Source: an optimization exercise on an open RTL-to-GDS flow (aim: a short achievable clock period and few clock cycles). Production flows keep margins and buffers that such runs may drop.
The RTL was checked by simulation tests, not by an equivalence proof against the original design.
Power and IR drop assume default switching activity.

==> try-ember <==
// bvm_core
module bvm_core (
    input  wire        clk,
    input  wire        rst,           
    input  wire [12:0] prog_limit,    
    input  wire [15:0] max_steps,     
    output wire        mem_req,
    output wire        mem_we,
    output wire [11:0] mem_addr,
    output wire [7:0]  mem_wdata,
    input  wire        mem_ready,
    input  wire [7:0]  mem_rdata,
    input  wire [3:0]  dbg_addr,
    output wire [7:0]  dbg_data,
    output reg  [2:0]  status,        
    output reg  [15:0] pc,
    output reg  [15:0] last_pc,
    output reg  [31:0] last_word,
    output reg  [15:0] steps,
    output reg  [16:0] fault_addr,
    output reg         dz_valid,
    output reg  [15:0] dz_pc
);
==> flow/config.mk <==
export PLATFORM = sky130hd
export DESIGN_NAME = bvm_core
export DESIGN_NICKNAME = bvm_core
export VERILOG_FILES = /design/flow/design.v
export SDC_FILE = /design/flow/constraint.sdc
export NUM_CORES = 4
export LEC_CHECK = 0
export ABC_CLOCK_PERIOD_IN_PS = 3000
export CAP_MARGIN = 20
export CORE_MARGIN = 2
export CORE_UTILIZATION = 40
export SLEW_MARGIN = 20
==> flow/constraint.sdc <==
create_clock -name core_clock -period 14.0 [get_ports {clk}]
set_input_delay 2.8000 -clock core_clock [delete_from_list [all_inputs] [get_ports {clk}]]
set_output_delay 2.8000 -clock core_clock [all_outputs]
set_load 0.01 [all_outputs]
standard.sh (not shown) runs the stock make flow with config.mk's settings and CLKGATE_MAP_FILE= SYNTH_SCRIPT=/design/flow/synth_recipe.tcl, a recipe that flattens the netlist after the stock synthesis.
==> flow/flow/run.sh <==
#!/bin/bash
# Standard ORFS layout (the standard.sh), with timing repair aiming below the clock
# period. The repair before placement is skipped.
set -o pipefail
bash standard.sh SETUP_SLACK_MARGIN=5.6 REMOVE_ABC_BUFFERS=1 \
    SKIP_LAST_GASP=1 finish > layout_make.log 2>&1
==> try-fjord (differences from try-ember) <==
==> flow/run.sh (new file) <==
#!/bin/bash
# synth_recipe.tcl (not shown) runs the flow's synth.tcl, then flattens the netlist and writes it again
# the make line also repeats each setting of config.mk as NAME=value (left out here)
make -C /OpenROAD-flow-scripts/flow DESIGN_CONFIG=/design/flow/config.mk WORK_HOME=/design/flow/orfs CLKGATE_MAP_FILE= SYNTH_SCRIPT=/design/flow/synth_recipe.tcl finish
ABC_CLOCK_PERIOD_IN_PS = 5000   (was 3000)
CORE_UTILIZATION = 55   (was 40)
SETUP_SLACK_MARGIN = 5   (was default)
removed: flow/flow/run.sh
removed: flow/standard.sh
==> qor summary <==
item                                                                      try-fjord       try-ember
Run status                                                           finished clean  finished clean
Clock distribution area overhead in the final layout                          5.65%           6.04%
Post-route cell area                                                      0.272 mm2       0.282 mm2
Share of final-layout standard cells stronger than drive strength 1           18.7%           21.5%
Clkbuf count                                                                    596             656
Switching share of power                                                      25.0%           25.6%
Worst Reg2Reg Path Length in Cells                                               26              30
Post-route fraction of the period consumed by the critical path               67.7%           62.0%
Worst-margin pin slew                                                       1380 ps         1390 ps
Combinational cell power                                                    2570 uW         2790 uW
Die outline width                                                            665 um          779 um
Post-CTS sizing                                                                 559            1015
Internal power                                                             22700 uW        23500 uW
Post-detailed-route via-to-cell ratio                                          7.31            6.77
Core Area                                                                 0.435 mm2       0.598 mm2
Achievable Freq                                                             105 MHz         115 MHz
GR met2 Demand/Resource                                                       65.2%           49.8%
Multi-input comb cells                                                        13.0k           13.0k
Testbench counts of try-ember, summed over its fixed seeds: cycles 53,660.
Testbench counts of try-fjord, summed over its fixed seeds: cycles 53,660.

* * *

==> exp/delta: inputs <==
Starting RTL as in the previous note.
Design bvm_core, start of the top module:
module bvm_core (
    input  wire        clk,
    input  wire        rst,           
    input  wire [12:0] prog_limit,    
    input  wire [15:0] max_steps,     
    output wire        mem_req,
    output wire        mem_we,
    output wire [11:0] mem_addr,
    output wire [7:0]  mem_wdata,
    input  wire        mem_ready,
    input  wire [7:0]  mem_rdata,
    input  wire [3:0]  dbg_addr,
    output wire [7:0]  dbg_data,
    output reg  [2:0]  status,        
    output reg  [15:0] pc,
    output reg  [15:0] last_pc,
    output reg  [31:0] last_word,
    output reg  [15:0] steps,
    output reg  [16:0] fault_addr,
    output reg         dz_valid,
    output reg  [15:0] dz_pc
);
Settings: LEC_CHECK=0, ABC_CLOCK_PERIOD_IN_PS=3000, CAP_MARGIN=20, CORE_MARGIN=2, CORE_UTILIZATION=40, SLEW_MARGIN=20; clock period 14.0 ns.
==> flow/flow/run.sh <==
#!/bin/bash
# Standard ORFS layout (the standard.sh), with timing repair aiming below the clock
# period. The repair before placement is skipped.
set -o pipefail
bash standard.sh SETUP_SLACK_MARGIN=6.0 REMOVE_ABC_BUFFERS=1 \
    SKIP_LAST_GASP=1 finish > layout_make.log 2>&1
==> exp/quartz: changes against exp/delta <==
==> flow/run.sh (new file) <==
#!/bin/bash
# synth_recipe.tcl (not shown) runs the flow's synth.tcl, then flattens the netlist and writes it again
# the make line also repeats each setting of config.mk as NAME=value (left out here)
make -C /OpenROAD-flow-scripts/flow DESIGN_CONFIG=/design/flow/config.mk WORK_HOME=/design/flow/orfs CLKGATE_MAP_FILE= SYNTH_SCRIPT=/design/flow/synth_recipe.tcl finish
Settings changed: ABC_CLOCK_PERIOD_IN_PS 3000 to 5000, SETUP_SLACK_MARGIN set to 5.
removed: flow/flow/run.sh
removed: flow/standard.sh
==> exp/pepper: changes against exp/delta <==
==> flow/flow/run.sh (replaced) <==
#!/bin/bash
# Standard ORFS layout (the standard.sh), with timing repair aiming below the clock
# period. The repair before placement is skipped.
set -o pipefail
bash standard.sh SETUP_SLACK_MARGIN=5.6 REMOVE_ABC_BUFFERS=1 \
    SKIP_LAST_GASP=1 finish > layout_make.log 2>&1
Settings changed: CORE_UTILIZATION 40 to 36.
==> comparison <==
- exp/pepper completed, yet does not pass: max-capacitance violations, max-slew violations. exp/delta finished with max-capacitance violations, max-slew violations left. exp/quartz produced a clean layout.
- Between exp/delta and exp/quartz, the lower fmax is in exp/quartz (gap 7.0%, measured against exp/quartz).
- Of exp/delta and exp/quartz, exp/delta has the higher clock power (gap about 3%, measured against exp/quartz).
- Against exp/pepper, the sequential share of layout area of exp/quartz is higher by 1.6 points.
- In sequential power, exp/pepper and exp/delta hardly differ.
- Synthesized cell count is the same in exp/delta and exp/pepper.
- Cell count, highest first: exp/pepper, exp/delta, exp/quartz.
Testbench counts of exp/delta, summed over its fixed seeds: cycles 53,660.
Testbench counts of exp/quartz, summed over its fixed seeds: cycles 53,660.
Testbench counts of exp/pepper, summed over its fixed seeds: cycles 53,660.

afterwards: timing with drivers on the ports:
The flow's constraints put no driver on any port. The routed layouts listed below were extracted and timed again, unchanged, in two steps.
Step 1 assumes that a clkbuf_16 drives the clock port and a buf_2 every other input.
Step 2 also shifts input and output timing later by t, the mid clock arrival at the registers, as if the neighbouring blocks saw the same clock.
a / b / c = no drivers / after step 1 / after step 2; a / b = the first two.
| run | t (ns) | slack for setup (ns) | latest minus earliest clock arrival (ns) | worst register clock-pin slew, ns | pins driven straight from the clock port |
|---|---|---|---|---|---|
| try-ember | 1.224 | 5.316 / 5.316 / 4.776 | 0.100 / 0.101 | 0.08 / 0.08 | 1 |
| try-fjord | 1.203 | 4.519 / 4.519 / 4.519 | 0.087 / 0.088 | 0.07 / 0.07 | 1 |
| exp/delta | 1.230 | 5.476 / 5.476 / 4.851 | 0.090 / 0.090 | 0.08 / 0.08 | 1 |
| exp/quartz | 1.232 | 4.878 / 4.878 / 4.878 | 0.190 / 0.190 | 0.07 / 0.07 | 1 |
| exp/pepper | 1.220 | 5.360 / 5.360 / 5.360 | 0.108 / 0.108 | 0.07 / 0.07 | 1 |
For exp/delta, which loses most, drivers alone change the setup slack by 0.000 ns; drivers and shift together by -0.625 ns.
